Background: an optimization exercise with open tools, aiming at small area, a short achievable clock period and few clock cycles. Do not read the settings as production practice. The RTL was checked by simulation tests, not by an equivalence proof against the original design. Power and IR drop assume default switching activity.

File: design.v
module ppe_codec (
    input  wire        clk,
    input  wire        rst,
    input  wire        cmd_valid,
    output reg         cmd_ready,
    input  wire [3:0]  cmd_op,
    input  wire [7:0]  cmd_seqaddr,
    input  wire [7:0]  cmd_cmd,
    input  wire [10:0] cmd_len,
    input  wire        in_valid,
    output reg         in_ready,
    input  wire [7:0]  in_data,
    output reg         out_valid,
    input  wire        out_ready,
    output wire [7:0]  out_data,
    output reg         res_valid,
    input  wire        res_ready,
    output reg  [3:0]  res_err,
    output wire [15:0] res_crc,
    output wire [7:0]  res_start,
    output wire [7:0]  res_seqaddr,
    output wire [7:0]  res_flen
);
    localparam [3:0] ERR_NONE      = 4'h0;
    localparam [3:0] ERR_TRUNCATED = 4'h5;
    localparam [3:0] ERR_CHECKSUM  = 4'h6;
    localparam [3:0] ERR_TOO_LARGE = 4'h8;
    localparam [3:0] ERR_ILLEGAL   = 4'hF;
    localparam [3:0] F_IDLE  = 4'd0,
                     F_CIN   = 4'd1,    
                     F_CT    = 4'd2,    
                     F_EH0   = 4'd3,    
                     F_EH1   = 4'd4,    
                     F_EH2   = 4'd5,    
                     F_EH3   = 4'd6,    
                     F_EDATA = 4'd7,    
                     F_D0    = 4'd8,    
                     F_D1    = 4'd9,    
                     F_D2    = 4'd10,   
                     F_PAY   = 4'd11,   
                     F_CK0   = 4'd12,   
                     F_CK1   = 4'd13,   
                     F_SKIP  = 4'd14,   
                     F_DONE  = 4'd15;   
    localparam [1:0] T_IDLE = 2'd0, T_LO = 2'd1, T_HI = 2'd2, T_WAIT = 2'd3;
    reg [3:0]  fs;
    reg [1:0]  ts;
    reg        tcrc;       
    reg [10:0] rem;        
    reg [7:0]  pcnt;       
    reg [15:0] crc;
    reg        first;      
    reg [7:0]  start_b;
    reg [7:0]  seqaddr;
    reg [7:0]  flen;
    reg [7:0]  ob;         
    reg        obv;
    reg [7:0]  sk;         
    reg        skv;
    reg [3:0]  werr;
    reg        mlo;        
    reg        rkc;        
    reg        rkd;        
    assign out_data    = ob;
    assign res_crc     = crc;
    assign res_start   = start_b;
    assign res_seqaddr = seqaddr;
    assign res_flen    = flen;
    wire cmd_fire = cmd_valid & cmd_ready;
    wire in_fire  = in_valid & in_ready;
    wire out_fire = out_valid & out_ready;
    wire res_fire = res_valid & res_ready;
    wire [15:0] base   = first ? 16'hFFFF : crc;
    wire        hdr    = (fs == F_EH1) | (fs == F_EH2) | (fs == F_EH3);
    wire [7:0]  cbyte  = hdr ? sk : in_data;
    reg  [15:0] crc_next;
    integer     i;
    always @* begin
        crc_next = base ^ {cbyte, 8'h00};
        for (i = 0; i < 8; i = i + 1)
            crc_next = crc_next[15] ? ((crc_next << 1) ^ 16'h8005) : (crc_next << 1);
    end
    wire last   = (rem == 11'd1);
    wire obfree = ~obv | out_fire;
    wire tfree  = (ts == T_IDLE) | ((ts == T_WAIT) & out_fire);
    wire slot   = ~res_valid | res_ready;
    wire drained = ~skv & obfree;
    wire fe_can_raise = slot & (ts == T_IDLE) & drained;
    wire [10:0] rm3   = rem - 11'd3;
    wire        trunc = (rem < 11'd3) | (rm3 < {3'b000, in_data});
    wire        mhi   = (in_data == crc[15:8]);
    wire        ok    = mlo & mhi;
    wire cmd_zero = (cmd_len == 11'd0);
    wire cmd_big  = (|cmd_len[10:8]) | (&cmd_len[7:0]);
    reg [3:0]  fs_n;
    reg [1:0]  ts_n;
    reg        raise, raise_rkd, raise_rkc;
    reg [3:0]  raise_err;
    reg        ob_ld, ob_clr;
    reg [7:0]  ob_d;
    reg        sk_ld, sk_set, sk_clr;
    reg [7:0]  sk_d;
    reg        crc_step, crc_init;
    reg        fe_done;
    reg        tail_new;
    reg [3:0]  done_err;
    always @* begin
        fs_n      = fs;
        ts_n      = ts;
        raise     = 1'b0;
        raise_rkd = 1'b0;
        raise_rkc = 1'b0;
        raise_err = ERR_NONE;
        ob_ld     = 1'b0;
        ob_d      = 8'h00;
        ob_clr    = out_fire;
        sk_ld     = 1'b0;
        sk_set    = 1'b0;
        sk_clr    = 1'b0;
        sk_d      = in_data;
        crc_step  = 1'b0;
        crc_init  = 1'b0;
        fe_done   = 1'b0;
        done_err  = werr;
        tail_new  = 1'b0;
        if (skv & obfree) begin
            ob_ld  = 1'b1;
            ob_d   = sk;
            sk_clr = 1'b1;
        end
        case (ts)
            T_LO: if (~skv & obfree) begin
                ob_ld = 1'b1; ob_d = crc[7:0]; ts_n = T_HI;
            end
            T_HI: if (obfree) begin
                ob_ld = 1'b1; ob_d = crc[15:8]; ts_n = T_WAIT;
            end
            T_WAIT: if (out_fire) begin
                raise = 1'b1; raise_rkc = tcrc; ts_n = T_IDLE;
            end
            default: ;
        endcase
        case (fs)
            F_IDLE: if (cmd_fire) begin
                case (cmd_op)
                    4'h1: fs_n = cmd_zero ? F_CT : F_CIN;
                    4'h2: begin
                        if (cmd_big) fs_n = F_SKIP;
                        else if (obfree & tfree) begin
                            ob_ld = 1'b1; ob_d = 8'h7F; fs_n = F_EH1;
                        end else fs_n = F_EH0;
                    end
                    4'h3: fs_n = cmd_zero ? F_DONE : F_D0;
                    default: fs_n = cmd_zero ? F_DONE : F_SKIP;
                endcase
            end
            F_CIN: if (in_fire) begin
                crc_step = 1'b1;
                if (last) begin
                    if (obfree & tfree) begin
                        ob_ld = 1'b1; ob_d = crc_next[7:0]; ts_n = T_HI; tail_new = 1'b1;
                        fs_n = F_IDLE;
                    end else fs_n = F_CT;
                end
            end
            F_CT: if (ts == T_IDLE & ~(res_valid & (rkc | rkd))) begin
                crc_init = first;
                ts_n = T_LO; tail_new = 1'b1;
                fs_n = F_IDLE;
            end
            F_EH0: if (obfree & tfree) begin
                ob_ld = 1'b1; ob_d = 8'h7F; fs_n = F_EH1;
            end
            F_EH1, F_EH2, F_EH3: if (obfree) begin
                ob_ld = 1'b1; ob_d = sk; crc_step = 1'b1;
                sk_ld = 1'b1;
                sk_d  = (fs == F_EH1) ? (rem[7:0] + 8'd1) : pcnt;
                if (fs == F_EH1) fs_n = F_EH2;
                else if (fs == F_EH2) fs_n = F_EH3;
                else if (rem == 11'd0) begin
                    ts_n = T_LO; tail_new = 1'b1; fs_n = F_IDLE;
                end else fs_n = F_EDATA;
            end
            F_EDATA: if (in_fire) begin
                crc_step = 1'b1;
                if (obfree & ~skv) begin
                    ob_ld = 1'b1; ob_d = in_data;
                end else begin
                    sk_ld = 1'b1; sk_set = 1'b1;
                end
                if (last) begin
                    ts_n = T_LO; tail_new = 1'b1; fs_n = F_IDLE;
                end
            end
            F_D0: if (in_fire) begin
                if (last) begin fe_done = 1'b1; done_err = ERR_TRUNCATED; end
                else fs_n = F_D1;
            end
            F_D1: if (in_fire) begin
                crc_step = 1'b1;
                if (last) begin fe_done = 1'b1; done_err = ERR_TRUNCATED; end
                else fs_n = F_D2;
            end
            F_D2: if (in_fire) begin
                crc_step = 1'b1;
                if (last) begin fe_done = 1'b1; done_err = ERR_TRUNCATED; end
                else if (trunc) fs_n = F_SKIP;
                else if (in_data == 8'd0) fs_n = F_CK0;
                else fs_n = F_PAY;
            end
            F_PAY: if (in_fire) begin
                crc_step = 1'b1;
                if (obfree & ~skv) begin
                    ob_ld = 1'b1; ob_d = in_data;
                end else begin
                    sk_ld = 1'b1; sk_set = 1'b1;
                end
                if (pcnt == 8'd1) fs_n = F_CK0;
            end
            F_CK0: if (in_fire) fs_n = F_CK1;
            F_CK1: if (in_fire) begin
                if (last) begin fe_done = 1'b1; done_err = ok ? ERR_NONE : ERR_CHECKSUM; end
                else fs_n = F_SKIP;
            end
            F_SKIP: if (in_fire & last) fe_done = 1'b1;
            F_DONE: fe_done = 1'b1;
            default: ;
        endcase
        if (fe_done) begin
            if (fe_can_raise) begin
                raise = 1'b1; raise_err = done_err; raise_rkd = (done_err == ERR_NONE);
                fs_n = F_IDLE;
            end else fs_n = F_DONE;
        end
    end
    wire skv_n = sk_set | (skv & ~sk_clr);
    wire obv_n = ob_ld | (obv & ~ob_clr);
    wire rv_n  = raise | (res_valid & ~res_ready);
    wire rkc_n = raise ? raise_rkc : rkc;
    wire rkd_n = raise ? raise_rkd : rkd;
    wire tcrc_n = tail_new ? ((fs == F_CIN) | (fs == F_CT)) : tcrc;
    wire hold_crc_n = (ts_n == T_LO) | (ts_n == T_HI) | ((ts_n == T_WAIT) & tcrc_n) |
                      (rv_n & (rkc_n | rkd_n));
    wire hold_dec_n = rv_n & rkd_n;
    reg ir_n;
    always @* begin
        case (fs_n)
            F_CIN, F_D1, F_D2, F_CK0, F_CK1: ir_n = ~hold_crc_n;
            F_D0:                            ir_n = ~hold_dec_n;
            F_PAY, F_EDATA:                  ir_n = ~hold_crc_n & ~skv_n &
                                                    ((ts_n == T_IDLE) | (ts_n == T_WAIT));
            F_SKIP:                          ir_n = 1'b1;
            default:                         ir_n = 1'b0;
        endcase
    end
    always @(posedge clk) begin
        if (rst) begin
            fs        <= F_IDLE;
            ts        <= T_IDLE;
            obv       <= 1'b0;
            skv       <= 1'b0;
            res_valid <= 1'b0;
            out_valid <= 1'b0;
            in_ready  <= 1'b0;
            cmd_ready <= 1'b1;
            rkc       <= 1'b0;
            rkd       <= 1'b0;
        end else begin
            fs        <= fs_n;
            ts        <= ts_n;
            obv       <= obv_n;
            skv       <= skv_n;
            res_valid <= rv_n;
            out_valid <= obv_n & ~rv_n;
            in_ready  <= ir_n;
            cmd_ready <= (fs_n == F_IDLE) & ~skv_n;
            rkc       <= rkc_n;
            rkd       <= rkd_n;
        end
    end
    always @(posedge clk) begin
        tcrc <= tcrc_n;
        if (ob_ld) ob <= ob_d;
        if (sk_ld) sk <= sk_d;
        if (raise) res_err <= raise_err;
        if (crc_step) crc <= crc_next;
        else if (crc_init) crc <= 16'hFFFF;
        if (cmd_fire) first <= 1'b1;
        else if (crc_step) first <= 1'b0;
        if (cmd_fire) begin
            rem <= cmd_len;
            werr <= (cmd_op == 4'h2) ? ERR_TOO_LARGE :
                    (cmd_op == 4'h1) ? ERR_NONE :
                    (cmd_op == 4'h3) ? (cmd_zero ? ERR_TRUNCATED : ERR_NONE) : ERR_ILLEGAL;
            if (cmd_op == 4'h2) begin
                sk   <= cmd_seqaddr;
                pcnt <= cmd_cmd;
            end
        end else if (in_fire) begin
            rem <= rem - 11'd1;
        end
        if (fe_done) werr <= done_err;
        if (in_fire) begin
            case (fs)
                F_D0: start_b <= in_data;
                F_D1: seqaddr <= in_data;
                F_D2: begin flen <= in_data; pcnt <= in_data;
                            if (trunc) werr <= ERR_TRUNCATED; end
                F_PAY: pcnt <= pcnt - 8'd1;
                F_CK0: mlo <= (in_data == crc[7:0]);
                F_CK1: werr <= ok ? ERR_NONE : ERR_CHECKSUM;
                default: ;
            endcase
        end
    end
endmodule
File: run.sh
#!/bin/bash
# synth_recipe.tcl (not shown) runs the flow's synth.tcl, then flattens the netlist and writes it again
# the make line also repeats each setting of config.mk as NAME=value (left out here)
make -C /OpenROAD-flow-scripts/flow DESIGN_CONFIG=/design/flow/config.mk WORK_HOME=/design/flow/orfs CLKGATE_MAP_FILE= SYNTH_SCRIPT=/design/flow/synth_recipe.tcl finish
File: config.mk
export PLATFORM = sky130hd
export DESIGN_NAME = ppe_codec
export DESIGN_NICKNAME = ppe_codec
export VERILOG_FILES = /design/flow/design.v
export SDC_FILE = /design/flow/constraint.sdc
export NUM_CORES = 4
export LEC_CHECK = 0
export CAP_MARGIN = 20
export CORE_MARGIN = 2
export CORE_UTILIZATION = 40
export SETUP_SLACK_MARGIN = 2.5
export SLEW_MARGIN = 20
File: constraint.sdc
create_clock -name core_clock -period 4.5 [get_ports {clk}]
set_input_delay 0.9000 -clock core_clock [delete_from_list [all_inputs] [get_ports {clk}]]
set_output_delay 0.9000 -clock core_clock [all_outputs]
set_load 0.01 [all_outputs]
==> results.py, run 1 <==
metrics = {
    "run_status": {
        "status": "no timing/DRC/antenna violations",
    },
    "power_and_ir_drop": {
        "clock_power_share": 0.122,
        "seqPwrFrac": 0.248,
        "power_density_nw_per_um2": 612,
        "pwr-share-comb": 0.630,
        "intPower_uw": 3690,
        "p_leak_uw": 0.00418,
        "switching_share": 0.443,
        "p_sw_uw": 2940,
        "vdd_drop_max_v": 0.000299,
    },
    "die": {
        "die-area_um2": 18800,
        "die_width_um": 137,
        "core_area_um2": 17400,
        "io-pin-count": 101,
        "die_y_um": 137,
        "start_util": 0.409,
        "rows": 48,
    },
    "synth": {
        "synth-seq-cells": 100,
        "yosys.area.top_type_share": 0.271,
        "synth_seq_area_share": 0.372,
        "syn_nets": 882,
        "ys_async_sr_fraction": 0,
        "yosysUniqueCellTypes": 89,
        "yosys_warnings": 1,
        "syn_area_um2": 7100,
        "yosysTopAreaCell": "edfxtp_1",
        "synth.area.top_cells": "edfxtp_1 (27%), dfxtp_1 (10%), nor2_1 (4.7%), o21ai_0 (4.2%), nand2_1 (4.1%)",
        "syn_area_per_cell_um2": 8.68,
        "synth_edf_count": 64,
        "syn_inst": 818,
        "ys.flop_type": "edfxtp_1",
    },
    "placement": {
        "io_buffer_count": 100,
        "place_ws_ps": 508,
        "gp_congestion": 0.963,
        "post-dp-hpwl_um": 18500,
    },
    "grt": {
        "grt_usage": 0.295,
        "antenna_found_initial": 0,
        "grt_pass1_vias": 7528,
        "grt.overflow.total": 0,
        "grt_max_degree": 21,
        "grt_first_pass_wirelength_um": 42000,
    },
    "cts": {
        "cts_buffer_depth": 2,
        "hold_buffers": 0,
        "htreeDepth": 3,
        "clock_latency_ps": 370,
        "cts_buffers": 9,
        "path_clk_slew_ps": 90,
        "cts_root_buffer": "clkbuf_16",
        "cts_tree": "built",
        "numClockSinks": 100,
    },
    "timing": {
        "grt_setup_unrepaired": "yes",
        "fin_skew_ps": 18.9,
        "worst_pin_slew_ps": 795,
        "fin_crit_sh": 0.755,
        "drv_slew": 0,
        "max_clock_freq_ghz": 0.294,
        "fin_crit_ps": 3400,
        "fin_tns_setup_ps": 0,
        "slew_headroom": 0.466,
        "setup_viol": 0,
        "fin_ws_ps": 1100,
        "hold_violations": 0,
    },
    "setup_path": {
        "crit_arrival_ps": 3650,
        "cp_top_family": "simple AND/OR/NAND/NOR gates",
        "cp-end-kind": "register",
        "crit_path_frequent_cell": "buf_4",
        "cp.required_ps": 4750,
        "worstSetupPathType": "reg2reg",
        "crit_path_max_fanout": 7,
        "cp_cell_sequence": "buf_4 -> buf_6 -> nor4_4 -> buf_4 -> buf_4 -> nand2_2 -> or4_4 -> o31ai_4 -> nand2_2 -> buf_4 -> o21ai_4 -> o2111a_1 -> nor3b_1 -> a211o_1",
        "cp-start-kind": "register",
        "critPathMaxStageDelay_ps": 570,
        "crit_buf_inv": 5,
        "cp_slowest_cell": "or4_4",
    },
    "final_layout": {
        "synthToLayoutAreaGrowth_pct": 52.6,
        "final_cell_mix": "buf_4 (143), nor2_1 (79), nand2_1 (68)",
        "antenna_cells": 0,
        "drive_gt1_frac": 0.355,
        "final_common_cell": "buf_4",
        "fill_cells": 1435,
        "nets": 1128,
    },
    "route": {
        "drc": 0,
        "ant_nets": 0,
        "totalWireLength_um": 28400,
        "dr.pass1.iters": 5,
        "drt-wirelength-per-cell_um": 21.9,
        "first_iter_violations": 777,
        "viasPerCell": 6.06,
        "vias": 7836,
    },
    "flow_run": {
        "drv_cap": 0,
    },
    "min_path": {
        "hold_path_class": "reg2reg",
    },
}
tightest hold or removal path: stages (launching register included):
cell,delay [ps]
dfxtp_1,320
nand2_1,50
a21oi_1,60
stage by stage:
stage	power, uW	cell area (um^2)	cells	hold slack (ps)	utilization
2_1_floorplan	3610	7370	818	442	-
3_3_place_gp	4480	8550	1119	457	0.492
3_5_place_dp	4510	8550	1119	472	0.492
4_1_cts	6130	10200	1251	481	0.589
5_1_grt	6920	10800	1294	500	0.624
6_report	6630	10800	1294	480	0.624
metal layers:
layer / up-vias / share of wire / routed length, um / GRT usage
li1: 3527 / - / - / -
met3: 124 / 0.077 / 2170 / 0.0548
met5: - / 0 / 0 / 0
met2: 485 / 0.48 / 13600 / 0.494
met4: 0 / 0.049 / 1390 / 0.135
met1: 3700 / 0.40 / 11300 / 0.368
cell type report:
cell class	count	area (um^2)	share of cell area
Multi-Input combinational cell	644	4940	0.456
Sequential cell	100	2660	0.245
Timing Repair Buffer	285	2540	0.235
Tap cell	225	282	0.0260
Clock buffer	9	225	0.0208
Inverter	24	109	0.0100
Clock inverter	7	83.8	0.00773
sequential cells by signal, indices dropped and copies added (netlist names), 2 cells and up:
| signal | flops |
|---|---|
| crc | 16 |
| rem | 11 |
| flen | 8 |
| ob | 8 |
| pcnt | 8 |
| seqaddr | 8 |
| sk | 8 |
| start_b | 8 |
| fs | 4 |
| res_err | 4 |
| werr | 4 |
| ts | 2 |
cells in the mapped netlist, drive strengths merged (6+ instances only):
library cell and count:
nand2b 16, xnor2 30, nand2 80, nor2 90, o21a 8, nand3 17, xor2 33, inv 23
a211oi 11, buf 15, a21oi 52, clkbuf 35, mux2i 12, or4 6, and2 6, nor3 28
nor4 9, o31ai 6, o211ai 20, a22o 9, a21boi 6, and3 9, a31oi 6, ha 19
o21ai 64, dfxtp 36, a211o 7, edfxtp 64, nand4 13, a22oi 9
logic make-up (layout without fill, tap and decap cells):
kind of cell | Yosys count | in the layout | share of synthesized area
adders and majority gates | 20 | 20 | 0.0349
xor gates and xnor gates | 65 | 65 | 0.0853
buffers and inverters | 74 | 325 | 0.0437
AOI/OAI and AO/OA | 246 | 246 | 0.234
muxes | 13 | 13 | 0.0185
DFF | 100 | 100 | 0.372
and+or+nand+nor | 300 | 300 | 0.211
path summary, 6_finish.rpt:
| kind | start | to | slack (ps) | depth (start not counted) |
|---|---|---|---|---|
| setup / recovery | rem[2] | in_ready | 1100 | 14 |
| hold / removal | rkc | rkc | 480 | 2 |
| setup reg to reg | rem[2] | in_ready | 1100 | 14 |
| hold reg to reg | rkc | rkc | 480 | 2 |
what timing repair did:
item / CTS / global route
endpoints found under the setup margin: 188 / 136
cloned: 3 / 1
setup buffers: 113 / 42
pin swaps: 49 / 35
gates resized for setup: 300 / 82
power by group through the flow:
stage	sequential [uW]	combinational, uW	clock [uW]
floorplan	1520	2080	0
detailed placement	1720	2800	0
CTS	1610	3710	812
global route	1660	4410	851
global placement	1710	2770	0
finish	1640	4180	807
Testbench counts, summed over its fixed seeds: cycles 47,425.
==> inputs of run 2 (changes only) <==
--- a/config.mk
+++ b/config.mk
@@ -9,4 +9,3 @@
 export CORE_MARGIN = 2
 export CORE_UTILIZATION = 40
-export SETUP_SLACK_MARGIN = 2.5
 export SLEW_MARGIN = 20
==> results.py, run 2 <==
metrics = {
    "timing": {
        "fin_crit_sh": 0.845,
        "fin_tns_setup_ps": 0,
        "hold-worst-slack_ps": 469,
        "fin_skew_ps": 9.60,
        "setup_viol": 0,
        "max_clock_freq_ghz": 0.263,
        "hold_violations": 0,
        "fin_crit_ps": 3800,
        "grt_setup_unrepaired": "no",
        "worst_pin_slew_ps": 811,
        "drv_slew": 0,
        "slew_headroom": 0.458,
    },
    "final_layout": {
        "final_common_cell": "clkdlybuf4s50_1",
        "reg.largest.list": "crc x16, rem x11",
        "post-route-util": 0.500,
        "regMostFlops": "crc",
        "fill_cells": 1686,
        "fin_cells": 1139,
        "antenna_cells": 0,
        "nets": 973,
        "largest_reg_flops": 16,
        "drive_gt1_frac": 0.0777,
        "synthToLayoutAreaGrowth_pct": 22.2,
        "final_cell_mix": "clkdlybuf4s50_1 (100), nor2_1 (89), nand2_1 (77)",
    },
    "route": {
        "viasPerCell": 5.96,
        "totalWireLength_um": 23000,
        "drc": 0,
        "drt-wirelength-per-cell_um": 20.2,
        "vias": 6792,
        "first_iter_violations": 768,
        "dr.pass1.iters": 6,
        "ant_nets": 0,
    },
    "synth": {
        "ys.flop_type": "edfxtp_1",
        "synth.area.top_cells": "edfxtp_1 (27%), dfxtp_1 (10%), nor2_1 (4.7%), o21ai_0 (4.2%), nand2_1 (4.1%)",
        "yosysUniqueCellTypes": 89,
        "syn_nets": 882,
        "ys_async_sr_fraction": 0,
        "synth_edf_count": 64,
        "syn_area_um2": 7100,
        "yosys_warnings": 1,
        "yosys.area.top_type_share": 0.271,
        "synth-seq-cells": 100,
        "synthTopCellsByCount": "nor2_1 (89), nand2_1 (77), edfxtp_1 (64)",
        "yosysMostFrequentCell": "nor2_1",
        "yosysTopAreaCell": "edfxtp_1",
        "syn_area_per_cell_um2": 8.68,
        "syn_inst": 818,
        "synth_seq_area_share": 0.372,
    },
    "cts": {
        "clock_latency_ps": 360,
        "cts_buffers": 9,
        "htreeDepth": 3,
        "cts_buffer_depth": 2,
        "post-cts-setup-buffers": 0,
        "cts_root_buffer": "clkbuf_16",
        "hold_buffers": 0,
        "ctsResizeCount": 0,
        "cts_tree": "built",
        "numClockSinks": 100,
        "path_clk_slew_ps": 80,
    },
    "grt": {
        "grt.overflow.total": 0,
        "grt_max_degree": 26,
        "grt_pass1_vias": 6279,
        "grt_usage": 0.247,
        "grt_first_pass_wirelength_um": 35600,
        "antenna_found_initial": 0,
    },
    "power_and_ir_drop": {
        "p_leak_uw": 0.00310,
        "vdd_drop_max_v": 0.000246,
        "power_density_nw_per_um2": 604,
    },
    "run_status": {
        "status": "no timing/DRC/antenna violations",
    },
    "setup_path": {
        "worstSetupPathType": "reg2reg",
        "cp.required_ps": 4750,
        "reg2reg_to": "in_ready",
        "cp-start-kind": "register",
        "rr_worst_depth": 13,
        "crit_arrival_ps": 4050,
        "crit_path_max_fanout": 11,
        "cp-end-kind": "register",
        "ff2ff_setup_slack_ps": 700,
        "reg2reg_from": "rem[0]",
    },
    "placement": {
        "gp_congestion": 0.960,
        "dp_cells": 1123,
        "post-dp-hpwl_um": 17300,
        "io_buffer_count": 100,
    },
    "min_path": {
        "min_from": "rkc",
        "hold_path_class": "reg2reg",
        "min_to": "rkc",
        "hold_depth": 2,
    },
    "die": {
        "io-pin-count": 101,
        "rows": 48,
        "start_util": 0.409,
        "die-area_um2": 18800,
        "die_y_um": 137,
        "die_width_um": 137,
        "core_area_um2": 17400,
    },
    "flow_run": {
        "drv_cap": 0,
    },
}
## run 2: worst max path at each step
| stage | start | cells after the start | endpoint | slack (ps) |
|---|---|---|---|---|
| final | rem[0] | 13 | in_ready | 700 |
| after global routing | rem[0] | 13 | in_ready | 540 |
| after CTS | rem[0] | 13 | in_ready | 750 |
| after detailed placement | in_valid | 11 | in_ready | 590 |
| after global placement | in_data[2] | 12 | in_ready | 590 |
| after floorplan | out_ready | 12 | in_ready | 1140 |
## run 2: area by class of cell
| cell class | count | area [um^2] | share of cell area |
|---|---|---|---|
| Clock buffer | 9 | 225 | 0.0259 |
| Clock inverter | 7 | 66.3 | 0.00764 |
| Inverter | 24 | 90.1 | 0.0104 |
| Multi-Input combinational cell | 644 | 4150 | 0.478 |
| Sequential cell | 100 | 2640 | 0.304 |
| Tap cell | 225 | 282 | 0.0324 |
| Timing Repair Buffer | 130 | 1230 | 0.141 |
## run 2: metal layers
layer | GRT usage | up-vias | routed length, um
met5 | 0 | - | 0
met3 | 0.0467 | 55 | 1790
met1 | 0.339 | 3168 | 10400
met4 | 0.0922 | 0 | 720
li1 | - | 3216 | -
met2 | 0.389 | 353 | 10100
## run 2: kinds of logic after synthesis
kind of cell               synth area share
buffers and inverters                0.0437
AOI/OAI and AO/OA                     0.234
and+or+nand+nor                       0.211
DFF                                   0.372
xor gates and xnor gates             0.0853
adders and majority gates            0.0349
muxes                                0.0185
## run 2: worst max-delay path, stage by stage, from the launching register on
cell      delay (ps)
edfxtp_1         580
ha_1             400
nor3_1           200
xor2_1           250
ha_1             300
a21oi_1          140
o21ai_0          140
o21bai_1         200
a31oi_1          470
nand2_2          170
o21ai_0          340
o2111a_1         240
nor3b_1           50
a211o_1          210
## run 2: power by group
part | internal [uW] | switching (uW) | total, uW | leakage (uW)
clock network | 391 | 398 | 789 | 0.000138
logic | 1180 | 1620 | 2810 | 0.00212
registers | 1310 | 339 | 1640 | 0.000849
## run 2: metrics by stage
step	setup WS [ps]	area (um^2)	power, uW
after floorplan	1140	7100	3490
after detailed placement	592	8390	4410
after CTS	750	8680	5210
after global routing	542	8680	5570
final	698	8680	5240
after global placement	594	8390	4400

## what the ideal ports hide
No port has a modelled driver above. Below, the same layouts with a new extraction and two added sets of constraints. Step 1, drivers: a clkbuf_16 drives clk and a buf_2 each remaining input, both assumed. Step 2, shift: input delay + t, output delay - t, t = (earliest + latest rising clock arrival at the registers) / 2. This alone moves slack from input paths to output paths. a / b / c = ideal ports / drivers / drivers and shift; a / b = the first two.
| run | t, ns | slack for setup (ns) | clock arrival spread, ns | worst register clock-pin slew, ns | worst data-port slew with drivers (ns) |
|---|---|---|---|---|---|
| run 1 | 0.405 | 1.101 / 1.101 / 1.018 | 0.019 / 0.019 | 0.09 / 0.09 | 0.06 |
| run 2 | 0.404 | 0.698 / 0.698 / 0.521 | 0.010 / 0.010 | 0.08 / 0.08 | 0.04 |
After both steps every run listed still meets setup and hold. The setup slack of run 2, which loses most, moves by 0.000 ns with the drivers and by -0.177 ns with both steps.
